Background: an optimization exercise with open tools, aiming at small area. Do not read the settings as production practice.
RTL that was checked went through simulation tests only; none was proved equivalent to the original.
The RTL of run 2 was laid out without a check of its function.
Power and IR drop assume default switching activity.

==> flow/design.v <==
module bitw_core (
    input  wire        clk,
    input  wire        rst,           
    input  wire        cmd_valid,
    output wire        cmd_ready,
    input  wire [2:0]  cmd_op,
    input  wire [7:0]  cmd_n,         
    input  wire [31:0] cmd_arg,       
    input  wire [31:0] cmd_num,       
    input  wire [31:0] cmd_den,       
    output wire        rsp_valid,
    output wire [2:0]  rsp_status,
    output wire [31:0] rsp_val,
    output wire [2:0]  rsp_nbytes,
    output wire [31:0] rsp_bytes
);
    localparam [3:0] S_ZAP   = 4'd0,    
                     S_IDLE  = 4'd1,
                     S_CMP   = 4'd2,    
                     S_MUL   = 4'd3,    
                     S_DIV   = 4'd4,    
                     S_FIN   = 4'd5,    
                     S_ASM   = 4'd6,    
                     S_REST  = 4'd7,    
                     S_RATE  = 4'd8,    
                     S_PRE   = 4'd9,    
                     S_PCMP  = 4'd10,   
                     S_CLR   = 4'd11,   
                     S_MAT   = 4'd12,   
                     S_RESP  = 4'd13,
                     S_UNMAT = 4'd14,   
                     S_CONV  = 4'd15;   
    reg [3:0]  st;
    reg [5:0]  cnt;
    reg [28:0] S, G;
    reg [2:0]  goff;        
    reg [30:0] NM;          
    reg [30:0] DN;          
    reg [31:0] H;
    reg [7:0]  cb;
    reg [2:0]  nb;
    reg        dflt;        
    reg        cs, cg, cv;  
    reg        cmpf;        
    reg        ck;          
    reg        asmd;        
    reg        post;        
    reg        sticky;
    reg        x;
    reg        fail, rate, g;
    reg        ini;         
    reg        mreg;        
    reg [1:0]  i0m1;
    reg [2:0]  i;
    wire isI = (cmd_op == 3'd0);
    wire isW = (cmd_op == 3'd1);
    wire isS = (cmd_op == 3'd2);
    wire isX = (cmd_op == 3'd3);
    wire isC = (cmd_op == 3'd4);
    wire isL = cmd_op[2] & (cmd_op[1] | cmd_op[0]);
    wire badn = (cmd_n[7:6] != 2'b00) | (cmd_n[5] & (cmd_n[4:0] != 5'd0));
    wire [5:0] neff = isW ? cmd_n[5:0] : 6'd0;
    wire [5:0] T    = {3'd0, nb} + neff;
    wire       e    = (nb != 3'd0);
    wire [2:0] k    = isW ? T[5:3] : (isX ? {2'b00, e} : 3'd0);
    wire [2:0] nbp  = isW ? T[2:0] : 3'd0;
    wire       ep   = (nbp != 3'd0);
    wire [3:0] delta = isW ? ({1'b0, k} + {3'd0, ep} - {3'd0, e}) : 4'd0;
    wire c0 = (cnt == 6'd0);
    wire serial = (cnt < 6'd29);
    wire [2:0] ln  = cnt[5] ? k : ((cnt[4:3] == 2'd0) ? 3'd3 : {1'b0, cnt[4:3] - 2'd1});
    wire [5:0] J   = {ln, ~cnt[2:0]};
    wire [5:0] idx = T - 6'd1 - J;
    reg  [4:0] aidx;
    always @(*) begin
        if (st == S_ASM) aidx = idx[4:0];
        else if (st == S_PRE || st == S_MUL || st == S_CONV) aidx = cnt[4:0];
        else aidx = 5'd0;
    end
    wire       abit = cmd_arg[aidx];
    wire J_lt_nb = (J[5:3] == 3'd0) && (J[2:0] < nb);
    wire J_lt_T  = (J < T);
    wire sbit    = J_lt_nb ? cb[0] : (J_lt_T ? abit : 1'b0);
    wire inj     = cnt[5] ? H[0] : ((ln < k) ? sbit : 1'b0);
    reg [3:0] Ks;
    always @(*) begin
        case (st)
        S_MUL:   Ks = {1'b0, i} - 4'd1 - {3'd0, e};
        S_ASM:   Ks = delta;
        S_REST:  Ks = asmd ? (4'd0 - delta) : 4'd0;
        S_MAT:   Ks = {1'b0, goff} - {3'd0, e};
        S_UNMAT: Ks = 4'd0 - {3'd0, e};
        default: Ks = 4'd0;
        endcase
    end
    wire [3:0] Kg = {1'b0, goff} - {1'b0, k};
    wire hi3  = cnt[5] | (cnt[4:2] != 3'd0) | (cnt[1:0] == 2'd3);
    wire Kst  = hi3 ? Ks[3] : Ks[cnt[1:0]];
    wire Kgt  = hi3 ? Kg[3] : Kg[cnt[1:0]];
    wire csin = c0 ? 1'b0 : cs;
    wire sadd = S[0] ^ Kst ^ csin;
    wire scout = (S[0] & Kst) | (S[0] & csin) | (Kst & csin);
    wire cgin = c0 ? 1'b0 : cg;
    wire gadd = G[0] ^ Kgt ^ cgin;
    wire gcout = (G[0] & Kgt) | (G[0] & cgin) | (Kgt & cgin);
    wire vx   = (st == S_UNMAT) ? ~sadd : ((st == S_CONV) ? ~abit : sadd);
    wire vy   = (st == S_ASM) ? gadd : G[0];
    wire cvin = c0 ? ((st == S_UNMAT) || (st == S_CONV)) : cv;
    wire vadd = vx ^ vy ^ cvin;
    wire vcout = (vx & vy) | (vx & cvin) | (vy & cvin);
    wire kb    = (cnt == 6'd28) | (c0 & ep);
    wire cmpin = c0 ? 1'b0 : cmpf;
    wire cmpn  = (~kb & vadd) | (~(kb ^ vadd) & cmpin);
    reg  useN, useD, agate, cin, divmode, qforce0;
    always @(*) begin
        useN = 1'b0; useD = 1'b0; agate = 1'b1; cin = 1'b0; divmode = 1'b0; qforce0 = 1'b0;
        case (st)
        S_MUL:  begin useN = mreg & ~c0; agate = c0; end
        S_PRE:  begin useN = mreg & ~c0; agate = c0; end
        S_DIV:  begin useD = 1'b1; agate = 1'b0; cin = 1'b1; divmode = 1'b1; qforce0 = c0; end
        S_PCMP: begin useD = 1'b1; agate = 1'b0; cin = sticky; end
        S_ASM:  begin agate = 1'b0; end
        S_RATE: case (cnt[2:0])
            3'd0: begin useD = 1'b1; cin = 1'b1; end
            3'd1: begin useN = 1'b1; end
            3'd2: begin divmode = 1'b1; qforce0 = 1'b1; agate = 1'b0; end
            3'd3: begin useD = 1'b1; agate = 1'b0; cin = post; end
            default: ;
            endcase
        default: ;
        endcase
    end
    wire [31:0] NUMSRC = ini ? cmd_num : (dflt ? 32'd1 : {1'b0, NM});
    wire [31:0] DENINV = ini ? ~cmd_den : (dflt ? ~32'd2 : {1'b1, DN});
    wire [31:0] A = agate ? 32'd0 : H;
    wire [31:0] B = useN ? NUMSRC : (useD ? DENINV : 32'd0);
    wire [32:0] ADD = {1'b0, A} + {1'b0, B} + {32'd0, cin};
    wire [31:0] sum  = ADD[31:0];
    wire        cout = ADD[32];
    wire        q    = cout & ~qforce0;
    wire [31:0] R    = q ? sum : H;
    wire        bin  = (st == S_DIV) ? G[28] : sticky;
    wire [4:0] gsm  = {2'b00, G[2:0]} + {2'b00, goff};
    wire       grow = (G[28:3] == 26'd0) && (gsm < {2'b00, i});
    wire       czero = (i == 3'd1) && (S[28:1] == 28'd0) && (S[0] == e);    
    wire       remnz = (H[31:1] != 31'd0);      
    always @(posedge clk) begin
        if (divmode) H <= {R[30:0], bin};
        else         H <= {(st == S_ASM) ? inj : cout, sum[31:1]};
        if (rst) begin
            st   <= S_ZAP;
            cnt  <= 6'd0;
            nb   <= 3'd0;
            goff <= 3'd0;
            dflt <= 1'b1;
        end else begin
            cnt  <= cnt + 6'd1;
            cs   <= scout;
            cg   <= gcout;
            cv   <= vcout;
            cmpf <= cmpn;
            mreg <= ini ? abit : sadd;    
            case (st)
            S_ZAP: begin
                if (serial) begin
                    S <= {1'b0, S[28:1]};
                    G <= {1'b0, G[28:1]};
                end
                if (cnt < 6'd8) cb <= {1'b0, cb[7:1]};
                if (cnt == 6'd28) st <= S_IDLE;
            end
            S_IDLE: begin
                cnt <= 6'd0;
                if (cmd_valid) begin
                    fail <= 1'b0; rate <= 1'b0; g <= 1'b0; i <= 3'd1; ini <= isI;
                    asmd <= 1'b0; post <= 1'b0;
                    if (isL || (isW && badn) || isS)
                        st <= S_RESP;
                    else if (isC)
                        st <= S_MAT;
                    else if (isW)
                        st <= (k == 3'd0) ? S_ASM : S_CMP;
                    else if (isX)
                        st <= e ? S_CMP : S_ASM;
                    else
                        st <= S_RATE;
                end
            end
            S_CMP: begin
                cnt <= 6'd0;
                if (grow && !g) begin g <= 1'b1; i0m1 <= i[1:0] - 2'd1; end
                if (grow && !czero)
                    st <= S_MUL;
                else begin
                    if (grow) goff <= 3'd1;      
                    if (i < k) i <= i + 3'd1;
                    else st <= S_ASM;
                end
            end
            S_MUL: begin
                if (serial) S <= {S[0], S[28:1]};
                if (!c0) G <= {sum[0], G[28:1]};
                if (cnt == 6'd29) begin st <= S_DIV; cnt <= 6'd0; end
            end
            S_DIV: begin
                G <= {G[27:0], q};
                if (c0 && cout) begin
                    fail <= 1'b1; st <= S_REST; cnt <= 6'd0;
                end else if (cnt == 6'd29)
                    st <= S_FIN;
            end
            S_FIN: begin
                cnt <= 6'd0;
                goff <= {1'b0, i[1:0] - 2'd1} + {2'b00, remnz};
                if (ini)
                    st <= S_CONV;
                else if (isW && i < k) begin
                    i <= i + 3'd1; st <= S_CMP;
                end else
                    st <= S_ASM;
            end
            S_ASM: begin
                if (serial) begin
                    S <= {sadd, S[28:1]};
                    G <= {isX ? 1'b0 : gadd, G[28:1]};
                end
                if (cnt == 6'd28) ck <= cmpn | vcout;
                if (cnt[5] && !ck)
                    cb <= {sbit, cb[7:1]};
                else if (cnt[5:3] == 3'd1)
                    cb <= {cb[0], cb[7:1]};
                if (cnt == 6'd39) begin
                    goff <= 3'd0;
                    cnt <= 6'd0;
                    if (ck) begin fail <= 1'b1; asmd <= 1'b1; st <= S_REST; end
                    else st <= S_RESP;
                end
            end
            S_REST: begin
                if (serial) begin
                    S <= {sadd, S[28:1]};
                    G <= {(c0 & i0m1[0]) | ((cnt == 6'd1) & i0m1[1]), G[28:1]};
                end
                goff <= 3'd0;
                if (cnt == 6'd28) st <= S_RESP;
            end
            S_RATE: begin
                if (cnt[2:0] == 3'd0) x <= cout;           
                if (cnt[2:0] == 3'd1) sticky <= sum[0];    
                if (cnt[2:0] == 3'd3) begin
                    if (post) begin
                        NM <= sum[30:0]; DN <= ~cmd_den[30:0]; dflt <= 1'b0;
                    end else
                        x <= x | ~cout | cmd_num[31];      
                end
                if (cnt[2:0] == 3'd4) begin
                    cnt <= 6'd0;
                    if (post) st <= S_RESP;
                    else if (x) begin rate <= 1'b1; st <= S_RESP; end
                    else if (cmd_arg[31:28] != 4'd0) begin fail <= 1'b1; st <= S_RESP; end
                    else st <= S_PRE;
                end
            end
            S_PRE: begin
                sticky <= ((cnt == 6'd1) ? 1'b0 : sticky) | sum[0];
                if (cnt == 6'd28) begin st <= S_PCMP; cnt <= 6'd0; end
            end
            S_PCMP: begin
                cnt <= 6'd0;
                if (cout) begin fail <= 1'b1; st <= S_CLR; end
                else st <= S_MUL;
            end
            S_CLR: st <= S_RESP;
            S_MAT: begin
                if (serial) begin
                    S <= {S[0], S[28:1]};
                    G <= {vadd, G[28:1]};
                end
                if (cnt == 6'd28) begin goff <= 3'd0; st <= S_RESP; end
            end
            S_UNMAT: begin
                if (serial) begin
                    S <= {S[0], S[28:1]};
                    G <= {vadd, G[28:1]};
                end
                if (cnt == 6'd28) st <= S_IDLE;
            end
            S_CONV: begin
                if (serial) begin
                    S <= {abit, S[28:1]};
                    G <= {vadd, G[28:1]};
                end
                if (cnt < 6'd8) cb <= {1'b0, cb[7:1]};
                if (cnt == 6'd28) begin st <= S_RATE; post <= 1'b1; cnt <= 6'd0; end
            end
            S_RESP: begin
                cnt <= 6'd0;
                st <= (isC && !rate && !fail) ? S_UNMAT : S_IDLE;
                if (!fail && !rate && (isW || isX || isI) && !(isW && badn))
                    nb <= nbp;
            end
            default: st <= S_IDLE;
            endcase
        end
    end
    wire resp = (st == S_RESP);
    wire ok   = !isL && !(isW && badn) && !rate && !fail;
    wire selS = ok & (isS | isX);
    wire selG = ok & isC;
    assign cmd_ready  = resp;
    assign rsp_valid  = resp & cmd_valid;
    assign rsp_status = isL ? 3'd5 : (isW && badn) ? 3'd3 : rate ? 3'd1 : fail ? 3'd4 : 3'd0;
    assign rsp_val    = {3'd0, ({29{selS}} & S) | ({29{selG}} & G)};
    assign rsp_nbytes = ok ? k : 3'd0;
    assign rsp_bytes  = H;
endmodule
==> flow/flow/run.sh <==
#!/bin/bash
# The standard layout (standard.sh) with two changes that only affect how
# the cells are chosen:
#  * synthesis is the standard flow's own synthesis script, with Yosys's abc pass given an
#    area-oriented ABC script (abc_area.script) instead of ORFS's speed script;
#  * the port buffers that buffer_ports inserts are buf_1 cells.
# Each tool's output goes to a log file in this folder (and ORFS's own logs).
set -euo pipefail
work=$(pwd)
fl=$work/flow

# synth_recipe.tcl with the abc pass redirected to our ABC script
{
  head -n 1 synth_recipe.tcl
  cat <<TCL
proc abc {args} {
  set i [lsearch -exact \$args -script]
  if {\$i >= 0} { lset args [expr {\$i + 1}] {$fl/abc_area.script} }
  yosys abc {*}\$args
}
TCL
  tail -n +2 synth_recipe.tcl
} > synth_area.tcl

# the standard command, synthesis only, with our synthesis script
sed -E "s#SYNTH_SCRIPT=[^ ]+#SYNTH_SCRIPT=$work/synth_area.tcl#" standard.sh > standard_area.sh
bash standard_area.sh synth > synth.log 2>&1

# the rest of the standard flow; synthesis is up to date and not rerun
# clock tree options, if the version gives them (flow/cts_args)
cts=()
if [[ -f $fl/cts_args ]]; then cts=("CTS_ARGS=$(cat "$fl/cts_args")"); fi
bash standard.sh BUFFER_PORTS_ARGS="-buffer_cell sky130_fd_sc_hd__buf_1" "${cts[@]}" finish > layout.log 2>&1
==> flow/flow/abc_area.script <==
strash
&get -n
&fraig -x
&put
scorr
dc2
strash
&get -n
&dch -f
&nf -R 1000
&put
strash
&get -n
&dch -f
&nf -R 1000
&put
topo
stime -c
==> flow/flow/cts_args <==
-sink_clustering_enable -repair_clock_nets -buf_list sky130_fd_sc_hd__clkbuf_8 -dont_use_dummy_load -balance_levels
==> flow/standard.sh <==
#!/bin/bash
# synth_recipe.tcl (not shown) runs the flow's synth.tcl, then flattens the netlist and writes it again
# the make line also repeats each setting of config.mk as NAME=value (left out here)
make -C /OpenROAD-flow-scripts/flow DESIGN_CONFIG=/design/flow/config.mk WORK_HOME=/design/flow/orfs CLKGATE_MAP_FILE= SYNTH_SCRIPT=/design/flow/synth_recipe.tcl "${@:-finish}"
==> flow/config.mk <==
export PLATFORM = sky130hd
export DESIGN_NAME = bitw_core
export DESIGN_NICKNAME = bitw_core
export VERILOG_FILES = /design/flow/design.v
export SDC_FILE = /design/flow/constraint.sdc
export NUM_CORES = 4
export LEC_CHECK = 0
export CAP_MARGIN = 20
export CORE_MARGIN = 2
export CORE_UTILIZATION = 60
export SLEW_MARGIN = 20
==> flow/constraint.sdc <==
create_clock -name core_clock -period 8.0 [get_ports {clk}]
set_input_delay 1.6000 -clock core_clock [delete_from_list [all_inputs] [get_ports {clk}]]
set_output_delay 1.6000 -clock core_clock [all_outputs]
set_load 0.01 [all_outputs]
==> impl_metrics.env, run 1 <==
export IMPL_outcome="no timing/DRC/antenna violations"
export IMPL_p_leak_nw=5.11
export IMPL_min_delay_path_class="reg2reg"
export IMPL_synth_cell_type_count=52
export IMPL_yosys_area_share_simple_pct=17.8
export IMPL_yosysSeqAreaShare_pct=45.0
export IMPL_pre_cts_slack_ns=0.0633
export IMPL_gp_congestion=1.01
export IMPL_post_dp_hpwl_um=25200
export IMPL_cp_required_ns=8.21
export IMPL_power_frac_comb_pct=45.0
export IMPL_synthFlopType="edfxtp_1"
export IMPL_synth_compound_area_share_pct=19.6
export IMPL_grt_pass1_vias=10594
export IMPL_cp_data_arrival_time_ns=7.73
export IMPL_ioPinCount=182
export IMPL_slew_headroom_pct=38.5
export IMPL_die_x_um=145
export IMPL_synth_edf_count=147
export IMPL_diodes=0
export IMPL_ys_ff_latch=196
export IMPL_power_switching_mw=1.64
export IMPL_cp_slowest_cell="fa_1"
export IMPL_ir_drop_v=0.000223
export IMPL_fin_ws_ns=0.478
export IMPL_grt_ovfl_total=0
export IMPL_finalHoldViolations=0
export IMPL_pwr_share_clk_pct=12.7
export IMPL_clkTransAtPathRegs_ns=0.08
export IMPL_setup_violations=0
export IMPL_total_power_mw=3.91
export IMPL_synth_most_common_cell="nor2_1"
export IMPL_met1_usage_pct=44.7
export IMPL_power_density_mw_per_mm2=286
export IMPL_cts_root_buf="clkbuf_8"
export IMPL_wl_um=34000
export IMPL_numPortBuffers=178
export IMPL_ys_top_cells_by_area="edfxtp_1 (37%), ha_1 (8.2%), dfxtp_1 (8.2%), nor2_1 (5.8%), o21ai_0 (4.6%)"
export IMPL_grt_use_met3_pct=5.36
export IMPL_worst_path_most_repeated_cell="ha_1"
export IMPL_htree_num_levels=4
export IMPL_postCtsSetupRepairBufs=0
export IMPL_drt_pass1_iterations=7
export IMPL_initial_utilization_pct=61.4
export IMPL_drv_slew=0
export IMPL_clock_path_buffers=2
export IMPL_drt_initial_drc_count=922
export IMPL_fillers=1572
export IMPL_grt_busiest_layer="met2"
export IMPL_die_h_um=145
export IMPL_crit_path_max_fanout=5
export IMPL_p_int_mw=2.27
export IMPL_cts_tree="built"
export IMPL_synth_area_leader_cell="edfxtp_1"
export IMPL_synth_commonest_cells="nor2_1 (185), edfxtp_1 (147), nand2_1 (111), o21ai_0 (111), a21oi_1 (86)"
export IMPL_routed_via_density=6.15
export IMPL_synth_top_area_share_pct=36.8
export IMPL_cts_buffers=17
export IMPL_rsz0062_at_grt="false"
export IMPL_synth_top_family_by_area="compound AO/OA/AOI/OAI gates"
export IMPL_routedWlPerCell_um=19.2
export IMPL_tightest_slew_ns=0.914
export IMPL_seq_power_share_pct=42.3
export IMPL_drive_gt1_share_pct=5.96
export IMPL_antenna_found_initial=0
export IMPL_syn_area_sq_mm=0.0120
export IMPL_vias=10921
export IMPL_end_kind="flip-flop"
export IMPL_ant_nets=0
export IMPL_cts_sinks=196
export IMPL_min_period_ns=7.52
export IMPL_fin_setup_tns_ns=0
export IMPL_grt_max_degree=64
export IMPL_holdBufCountCts=0
export IMPL_maxCapViolations=0
export IMPL_dieArea_sq_mm=0.0211
export IMPL_worstSetupPathType="in2reg"
export IMPL_grt_pass1_wl_um=54200
export IMPL_yosys_area_share_adder_pct=9.91
export IMPL_layout_cells_non_filler=1775
export IMPL_use_met2_pct=51.2
export IMPL_yosys_warnings=1
export IMPL_nets=1711
export IMPL_synth_xor_area_share_pct=3.36
export IMPL_p_sw_share_pct=41.9
export IMPL_timing_fmax_mhz=133
export IMPL_start_kind="input pin"
export IMPL_avgSynthCellArea_sq_um=9.47
export IMPL_fp_row_count=51
export IMPL_cpPeakStageDelay_ns=0.63
export IMPL_synthCells=1267
export IMPL_post_synth_mux_area_share_pct=1.67
export IMPL_track_usage_pct=31.9
export IMPL_post_cts_resize_count=0
export IMPL_drc=0
export IMPL_area_growth_pct=14.0
export IMPL_period_share_pct=94.0
export IMPL_fin_skew_ns=0.0483
export IMPL_dp_cells=1758
export IMPL_fp_coreArea_sq_mm=0.0195
export IMPL_postSynth_asyncResetShare_pct=0
export IMPL_clk_latency_ns=0.48
[kinds of logic (layout without fill, tap and decap cells)]
kind of cell / count (synthesis) / count (layout)
mux: 10 / 10
xor+xnor: 46 / 46
compound gates: 378 / 378
fa+ha+maj: 89 / 89
buf+inv: 81 / 322
simple gates: 466 / 466
flops: 196 / 196
other cells: 1 / 3
[layout by cell type, fill, tap and decap left out, drive strengths merged, types with 40 or more instances in the layout]
master  Yosys  routed
o21ai     111     111
dfxtp      49      49
ha         79      79
edfxtp    147     147
nand2     111     111
a21oi      86      86
clkinv     78      78
nor2      185     185
and2       40      40
buf         3     227
[flip-flops by register name (all words and copies together) (netlist names), 2 cells and up]
name	flops
nb	3
goff	3
st	4
cb	8
i	3
S	29
i0m1	2
G	29
cnt	6
DN	31
H	32
NM	31
[critical path, delay by kind of cell]
kind / cells / cell delay, ns
adder cells (fa/ha/maj): 8 / 2.95
AND/OR/NAND/NOR: 9 / 1.49
AO/OA/AOI/OAI: 7 / 1.31
buffers and inverters: 3 / 0.41
[path summary, 6_finish.rpt]
kind / from / end / slack, ns / depth (start not counted)
hold reg to reg: cb[3] / cb[2] / 0.43 / 0
setup / recovery: cmd_op[0] / ck / 0.48 / 27
hold / removal: cb[3] / cb[2] / 0.43 / 0
setup reg to reg: cnt[4] / st[3] / 0.69 / 40
[cell type report]
cell class / instances / area, sq um / area share [%]
well taps: 265 / 332 / 2.43
flip-flops and latches: 196 / 5400 / 39.5
clock buffers: 17 / 234 / 1.71
repair buffers: 227 / 1050 / 7.67
inverters: 78 / 293 / 2.14
multi-input cells: 992 / 6370 / 46.6
[power groups by stage]
stage | combinational [mW] | clock (mW) | sequential (mW)
floorplan | 1.13 | 0 | 1.65
global route | 1.96 | 0.536 | 1.68
CTS | 1.72 | 0.503 | 1.65
global placement | 1.68 | 0 | 1.67
finish | 1.76 | 0.498 | 1.65
detailed placement | 1.71 | 0 | 1.67
[metal layers]
metal  wire length [um]  share of wire [%]  vias up
met4                947                2.8        0
met1              14600                 43     5122
met3               2950                8.7       70
met5                  0                  0        -
li1                   -                  -     5198
met2              15500                 46      531
[metrics by stage]
stage,hold slack (ns),instance area (sq um),utilization [%]
3_5_place_dp,0.408,13400,68.6
3_3_place_gp,0.408,13400,68.6
5_1_grt,0.445,13700,70.0
6_report,0.428,13700,70.0
4_1_cts,0.432,13600,69.8
2_1_floorplan,0.400,12000,-
==> inputs of run 2 (changes only) <==
--- a/flow/design.v
+++ b/flow/design.v
@@ -115,8 +115,8 @@
     always @(*) begin
         useN = 1'b0; useD = 1'b0; agate = 1'b1; cin = 1'b0; divmode = 1'b0; qforce0 = 1'b0;
         case (st)
-        S_MUL:  begin useN = mreg & ~c0; agate = c0; end
-        S_PRE:  begin useN = mreg & ~c0; agate = c0; end
+        S_MUL:  begin useN = mreg; agate = 1'b0; end      
+        S_PRE:  begin useN = mreg; agate = 1'b0; end
         S_DIV:  begin useD = 1'b1; agate = 1'b0; cin = 1'b1; divmode = 1'b1; qforce0 = c0; end
         S_PCMP: begin useD = 1'b1; agate = 1'b0; cin = sticky; end
         S_ASM:  begin agate = 1'b0; end
@@ -159,7 +159,7 @@
             cg   <= gcout;
             cv   <= vcout;
             cmpf <= cmpn;
-            mreg <= ini ? abit : sadd;    
+            mreg <= (st == S_MUL || st == S_PRE) && (ini ? abit : sadd);
             case (st)
             S_ZAP: begin
                 if (serial) begin
@@ -267,10 +267,10 @@
             end
             S_PCMP: begin
                 cnt <= 6'd0;
-                if (cout) begin fail <= 1'b1; st <= S_CLR; end
-                else st <= S_MUL;
+                if (cout) fail <= 1'b1;
+                st <= S_CLR;                 
             end
-            S_CLR: st <= S_RESP;
+            S_CLR: begin cnt <= 6'd0; st <= fail ? S_RESP : S_MUL; end
             S_MAT: begin
                 if (serial) begin
                     S <= {S[0], S[28:1]};
==> flow/flow/cts_args (replaced) <==
-sink_clustering_enable -repair_clock_nets -buf_list sky130_fd_sc_hd__clkbuf_8 -dont_use_dummy_load
==> run 2 against run 1 <==
- setup slack gained 0.13 ns
- via count grew 3.0%
- combinational power is essentially flat
- flip-flop and latch count is the same
- critical path depth shrank 2
- non-clock buffer count shrank 9
- synthesized cell count grew 1.7%
- sequential power is essentially flat
- hold slack lost 0.0039 ns
- critical path type unchanged
- critical endpoint unchanged
- largest cell class unchanged
==> impl_metrics.env, run 2 <==
export IMPL_outcome="no timing/DRC/antenna violations"
export IMPL_synth_edf_count=147
export IMPL_initial_utilization_pct=61.6
export IMPL_diodes=0
export IMPL_grt_max_degree=64
export IMPL_synthCells=1289
export IMPL_ys_ff_latch=196
export IMPL_drc=0
export IMPL_syn_area_sq_mm=0.0121
export IMPL_tightest_slew_ns=1.11
export IMPL_finalHoldViolations=0
export IMPL_nets=1724
export IMPL_wl_met1_um=15400
export IMPL_synth_cell_type_count=53
export IMPL_ys_top_cells_by_area="edfxtp_1 (37%), ha_1 (8.2%), dfxtp_1 (8.1%), nor2_1 (5.8%), o21ai_0 (4.2%)"
export IMPL_maxCapViolations=0
export IMPL_grt_pass1_vias=10389
export IMPL_crit_path_max_fanout=6
export IMPL_final_cell_mix="nor2_1 (181), buf_1 (178), edfxtp_1 (147)"
export IMPL_synth_top_area_share_pct=36.6
export IMPL_avgSynthCellArea_sq_um=9.36
export IMPL_rsz0062_at_grt="false"
export IMPL_reg_top3="H: 32 flops, DN: 31 flops, NM: 31 flops"
export IMPL_yosys_warnings=1
export IMPL_cp_required_ns=8.20
export IMPL_worstSetupPathType="in2reg"
export IMPL_layout_commonest_cell="nor2_1"
export IMPL_r2r_end="st[0]"
export IMPL_timing_fmax_mhz=135
export IMPL_synth_most_common_cell="nor2_1"
export IMPL_clk_latency_ns=0.49
export IMPL_cp_data_arrival_time_ns=7.59
export IMPL_reg2reg_from="st[2]"
export IMPL_met2_length_um=15500
export IMPL_cts_tree="built"
export IMPL_drive_gt1_share_pct=4.86
export IMPL_antenna_found_initial=0
export IMPL_start_kind="input pin"
export IMPL_largest_reg_flops=32
export IMPL_post_dp_hpwl_um=25300
export IMPL_end_kind="flip-flop"
export IMPL_wl_met3_um=3210
export IMPL_yosysSeqAreaShare_pct=44.7
export IMPL_drt_pass1_iterations=6
export IMPL_holdBufCountCts=0
export IMPL_setup_violations=0
export IMPL_hold_depth=0
export IMPL_fillers=1631
export IMPL_wl_um=34700
export IMPL_htree_num_levels=4
export IMPL_highest_layer="met4"
export IMPL_routedWlPerCell_um=19.4
export IMPL_power_density_mw_per_mm2=287
export IMPL_hold_start="cb[1]"
export IMPL_seqCellArea_sq_mm=0.00540
export IMPL_synth_area_leader_cell="edfxtp_1"
export IMPL_grt_ovfl_total=0
export IMPL_drv_slew=0
export IMPL_area_growth_pct=13.4
export IMPL_p_leak_nw=5.12
export IMPL_die_x_um=146
export IMPL_synth_commonest_cells="nor2_1 (185), edfxtp_1 (147), nand2_1 (112), o21ai_0 (102), a21oi_1 (90)"
export IMPL_slew_headroom_pct=26.0
export IMPL_synthFlopType="edfxtp_1"
export IMPL_postCtsSetupRepairBufs=0
export IMPL_rrSetupSlack_ns=0.67
export IMPL_ant_nets=0
export IMPL_postSynth_asyncResetShare_pct=0
export IMPL_largest_register="H"
export IMPL_routed_via_density=6.29
export IMPL_fin_skew_ns=0.0452
export IMPL_min_period_ns=7.39
export IMPL_whs_endpoint="cb[0]"
export IMPL_drt_initial_drc_count=1054
export IMPL_numPortBuffers=178
export IMPL_r2r_cells=39
export IMPL_min_delay_path_class="reg2reg"
export IMPL_gp_congestion=0.993
export IMPL_clkTransAtPathRegs_ns=0.08
export IMPL_period_share_pct=92.3
export IMPL_fp_coreArea_sq_mm=0.0196
export IMPL_clock_path_buffers=2
export IMPL_cts_root_buf="clkbuf_8"
export IMPL_fp_row_count=51
export IMPL_fin_setup_tns_ns=0
export IMPL_ioPinCount=182
export IMPL_die_h_um=146
export IMPL_track_usage_pct=32.1
export IMPL_multi_input_area_sq_mm=0.00646
export IMPL_ir_drop_v=0.000181
export IMPL_grt_pass1_wl_um=55000
export IMPL_vias=11252
export IMPL_cts_buffers=17
export IMPL_dieArea_sq_mm=0.0213
export IMPL_cts_sinks=196
export IMPL_total_power_mw=3.93
-- run 2: worst max-delay path: stages --
cell and delay [ns]:
buf_1 0.19, nor2b_1 0.25, and3_1 0.20, ha_1 0.18, fa_1 0.49, o31ai_1 0.46, ha_1 0.20, clkinv_1 0.06
ha_1 0.22, fa_1 0.49, nand2_1 0.09, ha_1 0.20, xnor2_1 0.15, nor2_1 0.05, o41ai_1 0.34, nand3_1 0.12
nand2_1 0.10, o31ai_1 0.09, fa_1 0.54, a22oi_1 0.20, o31ai_1 0.12, fa_1 0.53, ha_1 0.32, a31o_1 0.21
or2_0 0.19
-- run 2: report_power, final --
group | internal (mW) | switching [mW] | total [mW]
Clock | 0.189 | 0.317 | 0.505
Sequential | 1.45 | 0.224 | 1.68
Combinational | 0.632 | 1.12 | 1.75
-- run 2: layout make-up --
cell class              instances  area share, %
repair buffers                218           7.17
multi-input cells            1018           47.2
well taps                     265           2.42
clock buffers                  17           1.71
flip-flops and latches        196           39.4
inverters                      74           2.03
-- run 2: timing repair --
action                     CTS  global route
setup endpoints to repair    0            24
gates resized for setup      0             2
hold endpoints to repair     0             0
-- run 2: metal layers --
layer  vias up  global-route usage [%]
li1       5287                       -
met1      5326                    47.8
met2       575                    48.6
met3        64                    5.71
met4         0                    8.73
met5         -                       0
-- run 2: how the worst max path moves through the flow --
stage / startpoint / to / slack [ns]
after floorplan: cnt[1] / st[0] / -0.09
after global placement: cmd_op[0] / ck / 0.38
after detailed placement: cmd_op[0] / ck / 0.20
after CTS: cmd_op[0] / ck / 0.65
after global routing: st[2] / H[29] / 0.03
final: cmd_op[0] / ck / 0.61
-- run 2: stage by stage --
step / cell area [sq um] / setup slack, ns / util [%] / instances / hold slack (ns)
global placement: 13400 / 0.380 / 68.5 / 1770 / 0.405
floorplan: 12100 / -0.0885 / - / 1291 / 0.400
global route: 13700 / 0.0287 / 69.8 / 1788 / 0.444
finish: 13700 / 0.613 / 69.8 / 1788 / 0.425
detailed placement: 13400 / 0.203 / 68.6 / 1770 / 0.405
CTS: 13700 / 0.649 / 69.8 / 1787 / 0.427
-- run 2: cells by family (layout without fill, tap and decap cells) --
family                     after synthesis  in the layout  synth area share [%]
DFF                                    196            196                  44.7
buffers and inverters                   77            309                  2.49
xor gates and xnor gates                45             45                  3.27
AOI/OAI and AO/OA                      404            404                  21.0
other                                    1              3                0.0311
adders and majority gates               89             89                  9.86
and+or+nand+nor                        471            471                  17.8
muxes                                    6              6                 0.809
==> inputs of run 3 (changes only) <==
--- a/flow/design.v
+++ b/flow/design.v
@@ -115,8 +115,8 @@
     always @(*) begin
         useN = 1'b0; useD = 1'b0; agate = 1'b1; cin = 1'b0; divmode = 1'b0; qforce0 = 1'b0;
         case (st)
-        S_MUL:  begin useN = mreg; agate = 1'b0; end      
-        S_PRE:  begin useN = mreg; agate = 1'b0; end
+        S_MUL:  begin useN = mreg & ~c0; agate = c0; end
+        S_PRE:  begin useN = mreg & ~c0; agate = c0; end
         S_DIV:  begin useD = 1'b1; agate = 1'b0; cin = 1'b1; divmode = 1'b1; qforce0 = c0; end
         S_PCMP: begin useD = 1'b1; agate = 1'b0; cin = sticky; end
         S_ASM:  begin agate = 1'b0; end
@@ -159,7 +159,7 @@
             cg   <= gcout;
             cv   <= vcout;
             cmpf <= cmpn;
-            mreg <= (st == S_MUL || st == S_PRE) && (ini ? abit : sadd);
+            mreg <= ini ? abit : sadd;    
             case (st)
             S_ZAP: begin
                 if (serial) begin
@@ -267,10 +267,10 @@
             end
             S_PCMP: begin
                 cnt <= 6'd0;
-                if (cout) fail <= 1'b1;
-                st <= S_CLR;                 
+                if (cout) begin fail <= 1'b1; st <= S_CLR; end
+                else st <= S_MUL;
             end
-            S_CLR: begin cnt <= 6'd0; st <= fail ? S_RESP : S_MUL; end
+            S_CLR: st <= S_RESP;
             S_MAT: begin
                 if (serial) begin
                     S <= {S[0], S[28:1]};
==> flow/flow/run.sh (replaced) <==
#!/bin/bash
# The standard layout (standard.sh), changed only in how cells are chosen.
# The design, constraints, floorplan, power grid, placement and routing steps
# are the standard flow's.
#  * Synthesis runs the standard flow's own synthesis script (synth_recipe.tcl), except
#    that Yosys's abc pass gets an area-oriented ABC script (abc_area.script)
#    instead of ORFS's speed script, and ORFS's full-adder extraction is
#    skipped (ADDER_MAP_FILE empty), so ABC maps the adders too.  The
#    registers are those of the standard synthesis.
#  * buffer_ports buffers every input and output port with a buf_1 cell.
#  * Clock tree synthesis gets the options in cts_args: clkbuf_8 buffers and
#    no dummy loads.
# Each tool's output goes to a log file in this folder (synth.log for the
# synthesis, layout.log for the rest) as well as to ORFS's per-step logs.
set -euo pipefail
work=$(pwd)
fl=$work/flow

# synth_recipe.tcl with the abc pass redirected to our ABC script
{
  head -n 1 synth_recipe.tcl
  cat <<TCL
proc abc {args} {
  set i [lsearch -exact \$args -script]
  if {\$i >= 0} { lset args [expr {\$i + 1}] {$fl/abc_area.script} }
  yosys abc {*}\$args
}
TCL
  tail -n +2 synth_recipe.tcl
} > synth_area.tcl

# the standard command, synthesis only, with that script and no adder extraction
sed -E "s#SYNTH_SCRIPT=[^ ]+#SYNTH_SCRIPT=$work/synth_area.tcl#" standard.sh > standard_area.sh
bash standard_area.sh ADDER_MAP_FILE= synth > synth.log 2>&1

# the rest of the standard flow; synthesis is up to date and is not rerun
cts=()
if [[ -f $fl/cts_args ]]; then cts=("CTS_ARGS=$(cat "$fl/cts_args")"); fi
bash standard.sh BUFFER_PORTS_ARGS="-buffer_cell sky130_fd_sc_hd__buf_1" "${cts[@]}" finish > layout.log 2>&1
==> flow/flow/abc_area.script (replaced) <==
strash
ifraig
dc2
dch -f
amap -m
strash
dch -f
amap -m
topo
stime -c
==> run 3 against run 2 <==
- still clean on timing, DRC and antenna
- setup slack lost 0.12 ns
- combinational power grew 9%
- hold slack gained 0.0083 ns
- cell count grew 4.7%
- via count grew 4.8%
- clock power is essentially flat
- core utilization grew 1.7 points
==> impl_metrics.env, run 3 <==
export IMPL_outcome="no timing/DRC/antenna violations"
export IMPL_pwr_share_clk_pct=12.6
export IMPL_largest_register="H"
export IMPL_maxCapViolations=0
export IMPL_r2r_cells=45
export IMPL_synthFlopType="edfxtp_1"
export IMPL_ys_top_cells_by_area="edfxtp_1 (38%), o22ai_1 (8.6%), dfxtp_1 (8.6%), nor2_1 (7.9%), clkinv_1 (6.2%)"
export IMPL_setup_violations=0
export IMPL_diodes=0
export IMPL_cp_slowest_cell="dfxtp_1"
export IMPL_initial_utilization_pct=61.3
export IMPL_fp_row_count=50
export IMPL_synth_top_area_share_pct=38.5
export IMPL_period_share_pct=93.8
export IMPL_power_frac_comb_pct=47.7
export IMPL_p_int_mw=2.27
export IMPL_syn_area_sq_mm=0.0115
export IMPL_post_route_util_pct=71.5
export IMPL_fin_ws_ns=0.497
export IMPL_cp_data_arrival_time_ns=7.86
export IMPL_drt_pass1_iterations=6
export IMPL_hold_depth=0
export IMPL_vias=11795
export IMPL_fp_coreArea_sq_mm=0.0187
export IMPL_grt_max_degree=64
export IMPL_yosysSeqAreaShare_pct=47.0
export IMPL_min_delay_path_class="reg2reg"
export IMPL_total_power_mw=4.01
export IMPL_drt_initial_drc_count=1199
export IMPL_timing_fmax_mhz=133
export IMPL_ir_drop_v=0.000158
export IMPL_wl_um=34900
export IMPL_final_cell_mix="nor2_1 (233), clkinv_1 (185), buf_1 (179)"
export IMPL_tightest_slew_ns=1.06
export IMPL_die_x_um=142
export IMPL_ant_nets=0
export IMPL_gp_congestion=0.998
export IMPL_synth_cell_type_count=42
export IMPL_cpPeakStageDelay_ns=0.39
export IMPL_slew_headroom_pct=29.1
export IMPL_power_switching_mw=1.74
export IMPL_yosys_warnings=1
export IMPL_p_leak_nw=4.28
export IMPL_fillers=1524
export IMPL_clkTransAtPathRegs_ns=0.06
export IMPL_numPortBuffers=178
export IMPL_die_h_um=142
export IMPL_worstSetupPathType="reg2reg"
export IMPL_min_period_ns=7.50
export IMPL_reg_top3="H: 32 flops, DN: 31 flops, NM: 31 flops"
export IMPL_nets=1750
export IMPL_end_kind="flip-flop"
export IMPL_synth_commonest_cells="nor2_1 (242), clkinv_1 (190), o22ai_1 (157), edfxtp_1 (147), nand2_1 (101)"
export IMPL_start_kind="flip-flop"
export IMPL_routed_via_density=6.30
export IMPL_cts_tree="built"
export IMPL_post_dp_hpwl_um=25600
export IMPL_cp_required_ns=8.35
export IMPL_drive_gt1_share_pct=7.08
export IMPL_avgSynthCellArea_sq_um=8.30
export IMPL_clk_latency_ns=0.49
export IMPL_crit_path_max_fanout=31
export IMPL_ys_ff_latch=196
export IMPL_grt_ovfl_total=0
export IMPL_synthCells=1381
export IMPL_drv_slew=0
export IMPL_synth_area_leader_cell="edfxtp_1"
export IMPL_layout_commonest_cell="nor2_1"
export IMPL_dieArea_sq_mm=0.0202
export IMPL_ioPinCount=182
export IMPL_cts_buffers=17
export IMPL_area_growth_pct=16.7
export IMPL_power_density_mw_per_mm2=300
export IMPL_track_usage_pct=33.6
export IMPL_postSynth_asyncResetShare_pct=0
export IMPL_cts_root_buf="clkbuf_8"
export IMPL_finalHoldViolations=0
export IMPL_antenna_found_initial=0
export IMPL_seq_power_share_pct=39.7
export IMPL_htree_num_levels=4
export IMPL_grt_pass1_wl_um=53900
export IMPL_fin_skew_ns=0.0528
export IMPL_fin_setup_tns_ns=0
export IMPL_largest_reg_flops=32
export IMPL_synth_edf_count=147
export IMPL_synth_most_common_cell="nor2_1"
export IMPL_p_sw_share_pct=43.3
export IMPL_clock_path_buffers=2
export IMPL_drc=0
export IMPL_pre_cts_slack_ns=-0.104
export IMPL_cts_sinks=196
export IMPL_grt_pass1_vias=10430
export IMPL_routedWlPerCell_um=18.7
## run 3: power groups by stage
| stage | Sequential [mW] | Combinational, mW | Clock (mW) |
|---|---|---|---|
| floorplan | 1.59 | 1.21 | 0 |
| global placement | 1.60 | 1.79 | 0 |
| detailed placement | 1.61 | 1.83 | 0 |
| CTS | 1.59 | 1.84 | 0.504 |
| global route | 1.61 | 2.10 | 0.532 |
| finish | 1.59 | 1.91 | 0.504 |
## run 3: logic make-up (layout without fill, tap and decap cells)
logic type             count (synthesis)  in the layout  synth area share [%]
AOI/OAI and AO/OA                    481            481                  26.6
DFF                                  196            196                  47.0
buffers and inverters                193            448                  6.42
and+or+nand+nor                      510            510                  19.9
other                                  1              3                0.0327
## run 3: metal layers
| metal | part of all wire, % | wire (um) | up-vias | track usage (%) |
|---|---|---|---|---|
| met1 | 41 | 14500 | 5379 | 46.6 |
| met3 | 9.7 | 3390 | 85 | 6.86 |
| met5 | 0 | 0 | - | 0 |
| met2 | 46 | 16100 | 652 | 53.8 |
| met4 | 2.7 | 948 | 0 | 10.0 |
| li1 | - | - | 5679 | - |
## run 3: cell type report
class,count,area [sq um],area share (%)
clock buffer,17,234,1.75
sequential,196,5400,40.3
timing repair buffer,241,1180,8.85
inverter,190,726,5.42
multi-input combinational,994,5550,41.5
tap,234,293,2.19
## run 3: path summary, 6_finish.rpt
kind               start  endpoint  slack [ns]
setup reg to reg  cnt[0]     st[2]        0.50
hold / removal     cb[2]     cb[1]        0.43
hold reg to reg    cb[2]     cb[1]        0.43
setup / recovery  cnt[0]     st[2]        0.50
## run 3: timing repair
action / 4_1_cts / 5_1_grt
setup endpoints to repair: 0 / 43
hold endpoints to repair: 0 / 0
resized for setup: 0 / 32
setup buffers: 0 / 2
hold buffers: 0 / 0
## run 3: through the flow
stage	cell area, sq um	instances	hold WS, ns
2_1_floorplan	11500	1383	0.400
3_5_place_dp	13000	1852	0.405
5_1_grt	13400	1872	0.438
6_report	13400	1872	0.433
4_1_cts	13200	1869	0.438
3_3_place_gp	13000	1851	0.405
## run 3: critical path, delay by kind of cell, from the launching register on
| family | cells | cell delay (ns) |
|---|---|---|
| AO/OA/AOI/OAI | 21 | 3.84 |
| AND/OR/NAND/NOR | 17 | 2.18 |
| buffers and inverters | 7 | 1.01 |
| flip-flops | 1 | 0.39 |
==> inputs of run 4 (changes only) <==
==> flow/flow/abc_area.script (replaced) <==
strash
ifraig
dc2
dch -f
amap -m
topo
stime -c
--- a/flow/config.mk
+++ b/flow/config.mk
@@ -7,5 +7,5 @@
 export LEC_CHECK = 0
 export CAP_MARGIN = 20
 export CORE_MARGIN = 2
-export CORE_UTILIZATION = 60
+export CORE_UTILIZATION = 65
 export SLEW_MARGIN = 20
==> run 4 against run 3 <==
- still clean on timing, DRC and antenna
- via count is 3.3% higher
- global-route usage is 4.3 points higher
- first-iteration DRC count is 27% higher
- highest routed layer unchanged
==> impl_metrics.env, run 4 <==
export IMPL_outcome="no timing/DRC/antenna violations"
export IMPL_p_leak_nw=4.11
export IMPL_routedWlPerCell_um=19.6
export IMPL_yosys_warnings=1
export IMPL_min_period_ns=7.34
export IMPL_hold_depth=0
export IMPL_synthCells=1389
export IMPL_end_kind="flip-flop"
export IMPL_die_x_um=137
export IMPL_drv_slew=0
export IMPL_synthFlopType="edfxtp_1"
export IMPL_rrSetupSlack_ns=0.83
export IMPL_fillers=1321
export IMPL_synth_commonest_cells="nor2_1 (225), clkinv_1 (200), o22ai_1 (149), edfxtp_1 (147), nand2_1 (115)"
export IMPL_dp_cells=1824
export IMPL_cts_buffers=17
export IMPL_area_growth_pct=13.6
export IMPL_postCtsSetupRepairBufs=0
export IMPL_whs_endpoint="cb[1]"
export IMPL_cp_data_arrival_time_ns=7.54
export IMPL_syn_area_sq_mm=0.0115
export IMPL_setup_violations=0
export IMPL_drc=0
export IMPL_timing_fmax_mhz=136
export IMPL_worst_path_most_repeated_cell="nor2_1"
export IMPL_post_synth_mux_area_share_pct=0
export IMPL_synth_cell_type_count=46
export IMPL_fp_row_count=48
export IMPL_fp_coreArea_sq_mm=0.0173
export IMPL_yosysSeqAreaShare_pct=46.9
export IMPL_clock_path_buffers=2
export IMPL_reg2reg_from="cnt[0]"
export IMPL_drive_gt1_share_pct=4.76
export IMPL_avgSynthCellArea_sq_um=8.28
export IMPL_slew_headroom_pct=22.9
export IMPL_gp_congestion=1.02
export IMPL_nets=1728
export IMPL_synth_top_area_share_pct=38.4
export IMPL_grt_ovfl_total=0
export IMPL_cts_root_buf="clkbuf_8"
export IMPL_hold_start="cb[2]"
export IMPL_synth_area_leader_cell="edfxtp_1"
export IMPL_routed_via_density=6.62
export IMPL_dieArea_sq_mm=0.0188
export IMPL_synth_most_common_cell="nor2_1"
export IMPL_cp_slowest_cell="a221oi_2"
export IMPL_cts_tree="built"
export IMPL_reg_top3="H: 32 flops, DN: 31 flops, NM: 31 flops"
export IMPL_post_dp_hpwl_um=26100
export IMPL_cts_sinks=196
export IMPL_start_kind="input pin"
export IMPL_drt_initial_drc_count=1517
export IMPL_cp_required_ns=8.19
export IMPL_antenna_found_initial=0
export IMPL_track_usage_pct=38.0
export IMPL_fin_setup_tns_ns=0
export IMPL_largest_reg_flops=32
export IMPL_synth_xor_area_share_pct=0.0762
export IMPL_r2r_end="H[27]"
export IMPL_ys_ff_latch=196
export IMPL_grt_pass1_vias=11247
export IMPL_r2r_cells=38
export IMPL_grt_pass1_wl_um=55900
export IMPL_fin_skew_ns=0.0431
export IMPL_vias=12185
export IMPL_synth_top_family_by_area="compound AO/OA/AOI/OAI gates"
export IMPL_layout_commonest_cell="nor2_1"
export IMPL_largest_register="H"
export IMPL_clkTransAtPathRegs_ns=0.07
export IMPL_tightest_slew_ns=1.13
export IMPL_min_delay_path_class="reg2reg"
export IMPL_period_share_pct=91.8
export IMPL_ioPinCount=182
export IMPL_diodes=0
export IMPL_initial_utilization_pct=66.5
export IMPL_htree_num_levels=4
export IMPL_yosys_area_share_adder_pct=0
export IMPL_drt_pass1_iterations=6
export IMPL_finalHoldViolations=0
export IMPL_ir_drop_v=0.000228
export IMPL_synth_compound_area_share_pct=28.2
export IMPL_layout_cells_non_filler=1841
export IMPL_final_cell_mix="nor2_1 (220), clkinv_1 (194), buf_1 (178)"
export IMPL_cpPeakStageDelay_ns=0.35
export IMPL_crit_path_max_fanout=13
export IMPL_maxCapViolations=0
export IMPL_clk_latency_ns=0.48
export IMPL_ant_nets=0
export IMPL_postSynth_asyncResetShare_pct=0
export IMPL_wl_um=36000
export IMPL_numPortBuffers=178
export IMPL_ys_top_cells_by_area="edfxtp_1 (38%), dfxtp_1 (8.5%), o22ai_1 (8.1%), nor2_1 (7.3%), clkinv_1 (6.5%)"
export IMPL_grt_max_degree=64
export IMPL_synth_edf_count=147
export IMPL_yosys_area_share_simple_pct=18.1
export IMPL_worstSetupPathType="in2reg"
export IMPL_die_h_um=137
export IMPL_power_density_mw_per_mm2=290
==> run 4: cell types whose count changed in the layout (fill, tap and decap cells not counted), moves of 5 or more <==
| cell | before | now |
|---|---|---|
| a31oi_1 | 14 | 30 |
| and2_0 | 9 | 3 |
| buf_4 | 58 | 32 |
| clkinv_1 | 185 | 194 |
| nand2_1 | 101 | 115 |
| nor2_1 | 233 | 220 |
| nor2_2 | 8 | 3 |
| nor3_1 | 42 | 30 |
| o21ai_0 | 79 | 102 |
| o221ai_1 | 2 | 12 |
| o22ai_1 | 156 | 148 |
| or4_1 | 12 | 6 |
==> run 4: worst max path at each step <==
stage	startpoint	to	cells past startpoint
after floorplan	st[1]	H[31]	37
after global placement	cmd_op[2]	ck	42
after detailed placement	cmd_op[2]	ck	42
after CTS	st[3]	st[3]	38
after global routing	st[3]	H[30]	39
final	cmd_op[2]	ck	41
==> run 4: cell families (layout without fill, tap and decap cells) <==
family,after synthesis,in the layout
simple gates,475,475
buf+inv,203,428
flops,196,196
other cells,1,3
compound gates,513,513
xor+xnor,1,1
==> run 4: layout make-up <==
class / instances / area [sq um] / share of cell area [%]
clock buffers: 17 / 234 / 1.79
flip-flops and latches: 196 / 5400 / 41.3
inverters: 200 / 757 / 5.79
well taps: 225 / 282 / 2.15
multi-input cells: 992 / 5480 / 41.9
repair buffers: 211 / 920 / 7.04
==> run 4: what timing repair did <==
item	in CTS	in global routing
hold buffers	0	0
endpoints found under the hold margin	0	0
setup endpoints to repair	0	42
gates resized for setup	0	18
==> run 4: power breakdown <==
part,internal [mW],switching (mW),leakage [nW]
Combinational,0.525,1.11,2.21
Clock,0.189,0.314,0.122
Sequential,1.46,0.184,1.77
Total,2.17,1.61,4.11
==> run 4: routing by layer <==
layer  global-route usage [%]  routed length, um
met3                     6.56               3920
met1                     50.4              13800
met5                        0                  0
met2                     61.9              17200
met4                     15.3               1150
==> run 4: through the flow <==
stage | hold WS (ns) | setup WS [ns] | instance area (sq um) | power [mW] | utilization (%)
detailed placement | 0.406 | 0.100 | 12800 | 3.22 | 73.8
global route | 0.441 | -0.0689 | 13100 | 4.01 | 75.5
CTS | 0.435 | 0.273 | 13000 | 3.72 | 75.2
finish | 0.436 | 0.657 | 13100 | 3.79 | 75.5
global placement | 0.401 | 0.274 | 12800 | 3.16 | 73.8
floorplan | 0.400 | -0.0181 | 11500 | 2.68 | -
==> run 4: critical path, delay by kind of cell <==
kind                   cells  cell delay [ns]
buffers and inverters      7             0.98
AOI/OAI and AO/OA         14             2.26
and+or+nand+nor           20             2.66
==> inputs of run 5 (changes only) <==
--- a/flow/config.mk
+++ b/flow/config.mk
@@ -7,5 +7,5 @@
 export LEC_CHECK = 0
 export CAP_MARGIN = 20
 export CORE_MARGIN = 2
-export CORE_UTILIZATION = 65
+export CORE_UTILIZATION = 55
 export SLEW_MARGIN = 20
==> run 5 against run 4 <==
- flip-flop and latch count is the same
- routed wire length decreased by 1.9%
- highest routed layer unchanged
- setup slack improved by 0.097 ns
- sequential power is essentially flat
- via count down 4.5%
- critical path depth decreased by 1
- synthesized cell count is the same
- hold slack got worse by 0.012 ns
- combinational power down 2%
- clock-buffer cell count unchanged
- cell count rose by 2.7%
- area after synthesis unchanged
- critical endpoint unchanged
- still clean on timing, DRC and antenna
==> impl_metrics.env, run 5 <==
export IMPL_gp_congestion=0.970
export IMPL_die_x_um=149
export IMPL_initial_utilization_pct=56.5
export IMPL_ys_ff_latch=196
export IMPL_hold_start="cb[2]"
export IMPL_maxCapViolations=0
export IMPL_antenna_found_initial=0
export IMPL_worstSetupPathType="in2reg"
export IMPL_vias=11634
export IMPL_drc=0
export IMPL_dieArea_sq_mm=0.0221
export IMPL_synth_compound_area_share_pct=28.2
export IMPL_start_kind="input pin"
export IMPL_power_density_mw_per_mm2=286
export IMPL_grt_max_degree=64
export IMPL_track_usage_pct=31.8
export IMPL_yosysSeqAreaShare_pct=46.9
export IMPL_die_h_um=149
export IMPL_grt_ovfl_total=0
export IMPL_timing_fmax_mhz=138
export IMPL_htree_num_levels=4
export IMPL_cp_required_ns=8.22
export IMPL_grt_pass1_vias=10831
export IMPL_rsz0062_at_grt="false"
export IMPL_p_leak_nw=4.13
export IMPL_largest_reg_flops=32
export IMPL_rrSetupSlack_ns=0.85
export IMPL_worst_path_buf_inv=7
export IMPL_fin_skew_ns=0.0492
export IMPL_clkTransAtPathRegs_ns=0.09
export IMPL_wl_um=35300
export IMPL_routedWlPerCell_um=18.7
export IMPL_layout_commonest_cell="nor2_1"
export IMPL_post_synth_mux_area_share_pct=0
export IMPL_drive_gt1_share_pct=4.63
export IMPL_placed_cell_area_sq_mm=0.0128
export IMPL_synth_top_family_by_area="compound AO/OA/AOI/OAI gates"
export IMPL_cts_buffers=17
export IMPL_total_power_mw=3.76
export IMPL_r2r_cells=39
export IMPL_routed_via_density=6.16
export IMPL_reg_top3="H: 32 flops, DN: 31 flops, NM: 31 flops"
export IMPL_clk_latency_ns=0.48
export IMPL_cts_root_buf="clkbuf_8"
export IMPL_path_depth=40
export IMPL_cpPeakStageDelay_ns=0.37
export IMPL_cts_tree="built"
export IMPL_r2r_end="st[3]"
export IMPL_crit_path_max_fanout=6
export IMPL_numPortBuffers=178
export IMPL_end_kind="flip-flop"
export IMPL_slew_headroom_pct=27.4
export IMPL_postSynth_asyncResetShare_pct=0
export IMPL_postLayoutCellArea_sq_mm=0.0131
export IMPL_synth_most_common_cell="nor2_1"
export IMPL_nets=1732
export IMPL_cts_sinks=196
export IMPL_synth_xor_area_share_pct=0.0762
export IMPL_synthCells=1389
export IMPL_yosys_warnings=1
export IMPL_cp_data_arrival_time_ns=7.47
export IMPL_yosys_area_share_simple_pct=18.1
export IMPL_worst_path_most_repeated_cell="nor2_1"
export IMPL_area_growth_pct=14.3
export IMPL_crit_family="compound AO/OA/AOI/OAI gates"
export IMPL_hold_depth=0
export IMPL_cp_slowest_cell="a221oi_1"
export IMPL_min_period_ns=7.25
export IMPL_fp_coreArea_sq_mm=0.0204
export IMPL_tightest_slew_ns=1.09
export IMPL_finalHoldViolations=0
export IMPL_min_delay_path_class="reg2reg"
export IMPL_largest_register="H"
export IMPL_whs_endpoint="cb[1]"
export IMPL_avgSynthCellArea_sq_um=8.28
export IMPL_fin_setup_tns_ns=0
export IMPL_outcome="no timing/DRC/antenna violations"
export IMPL_synth_top_area_share_pct=38.4
export IMPL_final_cell_mix="nor2_1 (219), clkinv_1 (197), buf_1 (178)"
export IMPL_synth_edf_count=147
export IMPL_clock_path_buffers=2
export IMPL_reg2reg_from="st[3]"
export IMPL_yosys_area_share_adder_pct=0
export IMPL_drv_slew=0
export IMPL_diodes=0
export IMPL_drt_pass1_iterations=5
export IMPL_synth_cell_type_count=46
export IMPL_post_dp_hpwl_um=26000
export IMPL_ir_drop_v=0.000192
export IMPL_post_cts_resize_count=0
export IMPL_ioPinCount=182
export IMPL_synth_commonest_cells="nor2_1 (225), clkinv_1 (200), o22ai_1 (149), edfxtp_1 (147), nand2_1 (115)"
export IMPL_holdBufCountCts=0
export IMPL_setup_violations=0
export IMPL_syn_area_sq_mm=0.0115
export IMPL_synth_area_leader_cell="edfxtp_1"
export IMPL_synthFlopType="edfxtp_1"
export IMPL_grt_pass1_wl_um=55900
export IMPL_fp_row_count=52
export IMPL_drt_initial_drc_count=916
export IMPL_period_share_pct=90.6
export IMPL_ys_top_cells_by_area="edfxtp_1 (38%), dfxtp_1 (8.5%), o22ai_1 (8.1%), nor2_1 (7.3%), clkinv_1 (6.5%)"
export IMPL_postCtsSetupRepairBufs=0
export IMPL_ant_nets=0
run 5: cell families after synthesis:
family / after synthesis
AO/OA/AOI/OAI: 513
AND/OR/NAND/NOR: 475
buffers and inverters: 203
flip-flops: 196
XOR/XNOR: 1
other: 1
run 5: worst max path at each step:
| stage | startpoint | end |
|---|---|---|
| after floorplan | st[1] | H[31] |
| after global placement | cmd_den[0] | st[1] |
| after detailed placement | cmd_den[0] | st[1] |
| after CTS | st[3] | st[1] |
| after global routing | cnt[0] | st[1] |
| final | cmd_op[2] | ck |
run 5: cell type report:
cell class	instances	area, sq um
fill	1820	7220
multi-input combinational	992	5450
sequential	196	5400
timing repair buffer	215	966
inverter	200	757
tap	270	338
clock buffer	17	234
run 5: metal layers:
layer	global-route usage, %	vias up	part of all wire (%)
li1	-	5691	-
met1	44.4	5363	43
met2	51.1	518	46
met3	5.31	62	8.1
met4	10.0	0	2.3
met5	0	-	0
run 5: metrics by stage:
| stage | std cells | setup WS [ns] | hold slack, ns | util, % |
|---|---|---|---|---|
| 2_1_floorplan | 1391 | -0.0181 | 0.400 | - |
| 3_3_place_gp | 1872 | 0.417 | 0.403 | 63.1 |
| 3_5_place_dp | 1872 | 0.253 | 0.405 | 63.1 |
| 4_1_cts | 1889 | 0.295 | 0.425 | 64.2 |
| 5_1_grt | 1890 | 0.0135 | 0.428 | 64.5 |
| 6_report | 1890 | 0.754 | 0.424 | 64.5 |
run 5: report_power, final:
group	total [mW]	internal (mW)	leakage (nW)	switching [mW]
logic	1.60	0.525	2.24	1.08
registers	1.64	1.46	1.77	0.183
clock network	0.509	0.189	0.122	0.319
==> inputs of run 6 (changes only) <==
--- a/flow/config.mk
+++ b/flow/config.mk
@@ -7,5 +7,5 @@
 export LEC_CHECK = 0
 export CAP_MARGIN = 20
 export CORE_MARGIN = 2
-export CORE_UTILIZATION = 55
+export CORE_UTILIZATION = 60
 export SLEW_MARGIN = 20
==> run 6 against run 5 <==
- routed wire length grew 0.33%
- critical path depth shrank 2
- clock skew shrank 0.010 ns
- global-route usage grew 2.6 points
- register-to-register slack lost 0.28 ns
- cell count shrank 2.0%
- die area shrank 8.1%
- setup slack lost 0.18 ns
- fmax shrank 2.4%
- final area shrank 0.45%
- sequential power is essentially flat
- total power grew 0.13%
- largest power group unchanged
- highest routed layer unchanged
==> impl_metrics.env, run 6 <==
export IMPL_ir_drop_v=0.000201
export IMPL_drc=0
export IMPL_synth_cell_type_count=46
export IMPL_htree_num_levels=4
export IMPL_hold_depth=0
export IMPL_largest_register="H"
export IMPL_clk_latency_ns=0.47
export IMPL_fin_ws_ns=0.572
export IMPL_die_x_um=142
export IMPL_setup_violations=0
export IMPL_fin_skew_ns=0.0388
export IMPL_outcome="no timing/DRC/antenna violations"
export IMPL_r2r_end="st[1]"
export IMPL_syn_area_sq_mm=0.0115
export IMPL_p_leak_nw=4.11
export IMPL_power_density_mw_per_mm2=287
export IMPL_fin_setup_tns_ns=0
export IMPL_avgSynthCellArea_sq_um=8.28
export IMPL_reg_top3="H: 32 flops, DN: 31 flops, NM: 31 flops"
export IMPL_largest_reg_flops=32
export IMPL_power_frac_comb_pct=43.1
export IMPL_dp_cells=1835
export IMPL_ys_ff_latch=196
export IMPL_initial_utilization_pct=61.3
export IMPL_diodes=0
export IMPL_grt_pass1_vias=10871
export IMPL_ys_top_cells_by_area="edfxtp_1 (38%), dfxtp_1 (8.5%), o22ai_1 (8.1%), nor2_1 (7.3%), clkinv_1 (6.5%)"
export IMPL_crit_family="compound AO/OA/AOI/OAI gates"
export IMPL_start_kind="flip-flop"
export IMPL_postLayoutCellArea_sq_mm=0.0131
export IMPL_grt_ovfl_total=0
export IMPL_nets=1730
export IMPL_rrSetupSlack_ns=0.57
export IMPL_crit_path_max_fanout=11
export IMPL_routedWlPerCell_um=19.1
export IMPL_hold_slack_ns=0.429
export IMPL_post_dp_hpwl_um=25800
export IMPL_period_share_pct=92.8
export IMPL_layout_cells_non_filler=1852
export IMPL_total_power_mw=3.76
export IMPL_final_cell_mix="nor2_1 (220), clkinv_1 (197), buf_1 (178)"
export IMPL_min_delay_path_class="reg2reg"
export IMPL_seq_power_share_pct=43.6
export IMPL_p_int_mw=2.17
export IMPL_layout_commonest_cell="nor2_1"
export IMPL_antenna_found_initial=0
export IMPL_clock_path_buffers=2
export IMPL_reg2reg_from="st[0]"
export IMPL_vias=11956
export IMPL_cts_buffers=17
export IMPL_pre_cts_slack_ns=0.00863
export IMPL_hold_start="cb[7]"
export IMPL_drive_gt1_share_pct=4.51
export IMPL_postCtsSetupRepairBufs=0
export IMPL_postSynth_asyncResetShare_pct=0
export IMPL_p_sw_share_pct=42.3
export IMPL_synth_area_leader_cell="edfxtp_1"
export IMPL_fillers=1585
export IMPL_cp_slowest_cell="dfxtp_1"
export IMPL_grt_pass1_wl_um=55400
export IMPL_numPortBuffers=178
export IMPL_pwr_share_clk_pct=13.3
export IMPL_die_h_um=142
export IMPL_end_kind="flip-flop"
export IMPL_worstSetupPathType="reg2reg"
export IMPL_yosys_warnings=1
export IMPL_finalHoldViolations=0
export IMPL_grt_max_degree=64
export IMPL_cpPeakStageDelay_ns=0.58
export IMPL_drt_initial_drc_count=1225
export IMPL_holdBufCountCts=0
export IMPL_synthCells=1389
export IMPL_synth_most_common_cell="nor2_1"
export IMPL_cp_required_ns=8.38
export IMPL_synth_top_area_share_pct=38.4
export IMPL_placed_cell_area_sq_mm=0.0128
export IMPL_whs_endpoint="cb[6]"
export IMPL_power_switching_mw=1.59
export IMPL_cts_tree="built"
export IMPL_gp_congestion=1.08
export IMPL_slew_headroom_pct=30.5
export IMPL_drv_slew=0
export IMPL_routed_via_density=6.46
export IMPL_synth_edf_count=147
export IMPL_clkTransAtPathRegs_ns=0.09
export IMPL_ant_nets=0
export IMPL_worst_path_buf_inv=5
export IMPL_maxCapViolations=0
export IMPL_synthFlopType="edfxtp_1"
export IMPL_cts_root_buf="clkbuf_8"
export IMPL_r2r_cells=38
export IMPL_drt_pass1_iterations=8
export IMPL_cp_data_arrival_time_ns=7.80
export IMPL_ioPinCount=182
export IMPL_synth_commonest_cells="nor2_1 (225), clkinv_1 (200), o22ai_1 (149), edfxtp_1 (147), nand2_1 (115)"
export IMPL_timing_fmax_mhz=135
export IMPL_yosysSeqAreaShare_pct=46.9
export IMPL_fp_row_count=50
export IMPL_cts_sinks=196
export IMPL_dieArea_sq_mm=0.0203
export IMPL_wl_um=35500
export IMPL_area_growth_pct=13.8
export IMPL_min_period_ns=7.43
export IMPL_tightest_slew_ns=1.04
export IMPL_post_route_util_pct=69.7
export IMPL_worst_path_most_repeated_cell="nand2_1"
export IMPL_track_usage_pct=34.5
export IMPL_fp_coreArea_sq_mm=0.0188
==> run 6: cell counts after synthesis <==
No cell type changed its count.
==> run 6: metal layers <==
metal,vias up,GRT usage [%],wire length (um),share of wire [%]
li1,5681,-,-,-
met1,5531,46.5,14600,41
met2,653,56.5,16600,47
met3,91,6.56,3310,9.3
met4,0,11.0,932,2.6
met5,-,0,0,0
==> run 6: final cells by class <==
| type | instances | area [sq um] | share of cell area (%) |
|---|---|---|---|
| timing repair buffer | 213 | 935 | 7.14 |
| tap | 234 | 293 | 2.24 |
| inverter | 200 | 753 | 5.76 |
| clock buffer | 17 | 234 | 1.79 |
| sequential | 196 | 5400 | 41.2 |
| multi-input combinational | 992 | 5480 | 41.8 |
==> run 6: logic make-up (layout without fill, tap and decap cells) <==
logic type	count (synthesis)	in the layout	synth area share, %
other	1	3	0.0326
and+or+nand+nor	475	475	18.1
xor gates and xnor gates	1	1	0.0762
buffers and inverters	203	430	6.72
AOI/OAI and AO/OA	513	513	28.2
DFF	196	196	46.9
==> run 6: how the worst max path moves through the flow <==
stage	start	to	slack (ns)	depth (start not counted)
final	st[0]	st[1]	0.57	38
after floorplan	st[1]	H[31]	-0.02	37
after global routing	cmd_op[2]	ck	-0.02	41
after CTS	st[3]	st[1]	0.04	37
after global placement	cmd_op[2]	ck	0.22	40
after detailed placement	cmd_op[2]	ck	0.009	40
==> run 6: power groups by stage <==
stage	Combinational, mW	Sequential [mW]	Clock, mW
floorplan	1.06	1.62	0
global placement	1.52	1.65	0
detailed placement	1.56	1.66	0
CTS	1.57	1.64	0.504
global route	1.79	1.67	0.532
finish	1.62	1.64	0.500
==> run 6: what timing repair did <==
item                                   CTS  global route
gates resized for setup                  0            15
setup endpoints to repair                0            42
endpoints found under the hold margin    0             0

re-timing with driven ports:
The results above use ideal ports. As a check the final layouts listed here were re-extracted and re-timed, cells and wires unchanged. Step 1 (the two cells are an assumption about what drives the block):
set clk [get_ports {clk}]
set_driving_cell -lib_cell sky130_fd_sc_hd__clkbuf_16 $clk
set_driving_cell -lib_cell sky130_fd_sc_hd__buf_2 [delete_from_list [all_inputs] $clk]
Step 2, shift: input delay + t, output delay - t, t = (earliest + latest rising clock arrival at the registers) / 2. This alone moves slack from input paths to output paths. a / b / c = ideal / step 1 / step 2; a / b = the first two.
run	t (ns)	slack for setup (ns)	slew at the worst register clock pin (ns)
run 1	0.504	0.478 / 0.502 / -0.003	0.11 / 0.11
run 2	0.520	0.613 / 0.635 / 0.115	0.12 / 0.12
run 3	0.505	0.497 / 0.497 / 0.084	0.12 / 0.12
run 4	0.501	0.657 / 0.666 / 0.165	0.12 / 0.12
run 5	0.505	0.754 / 0.777 / 0.272	0.13 / 0.13
run 6	0.499	0.572 / 0.572 / 0.262	0.11 / 0.11
With both steps, setup timing fails in run 1, where it was met with ideal ports. The setup slack of run 2, which loses most, moves by +0.022 ns with the drivers and by -0.498 ns with both steps.
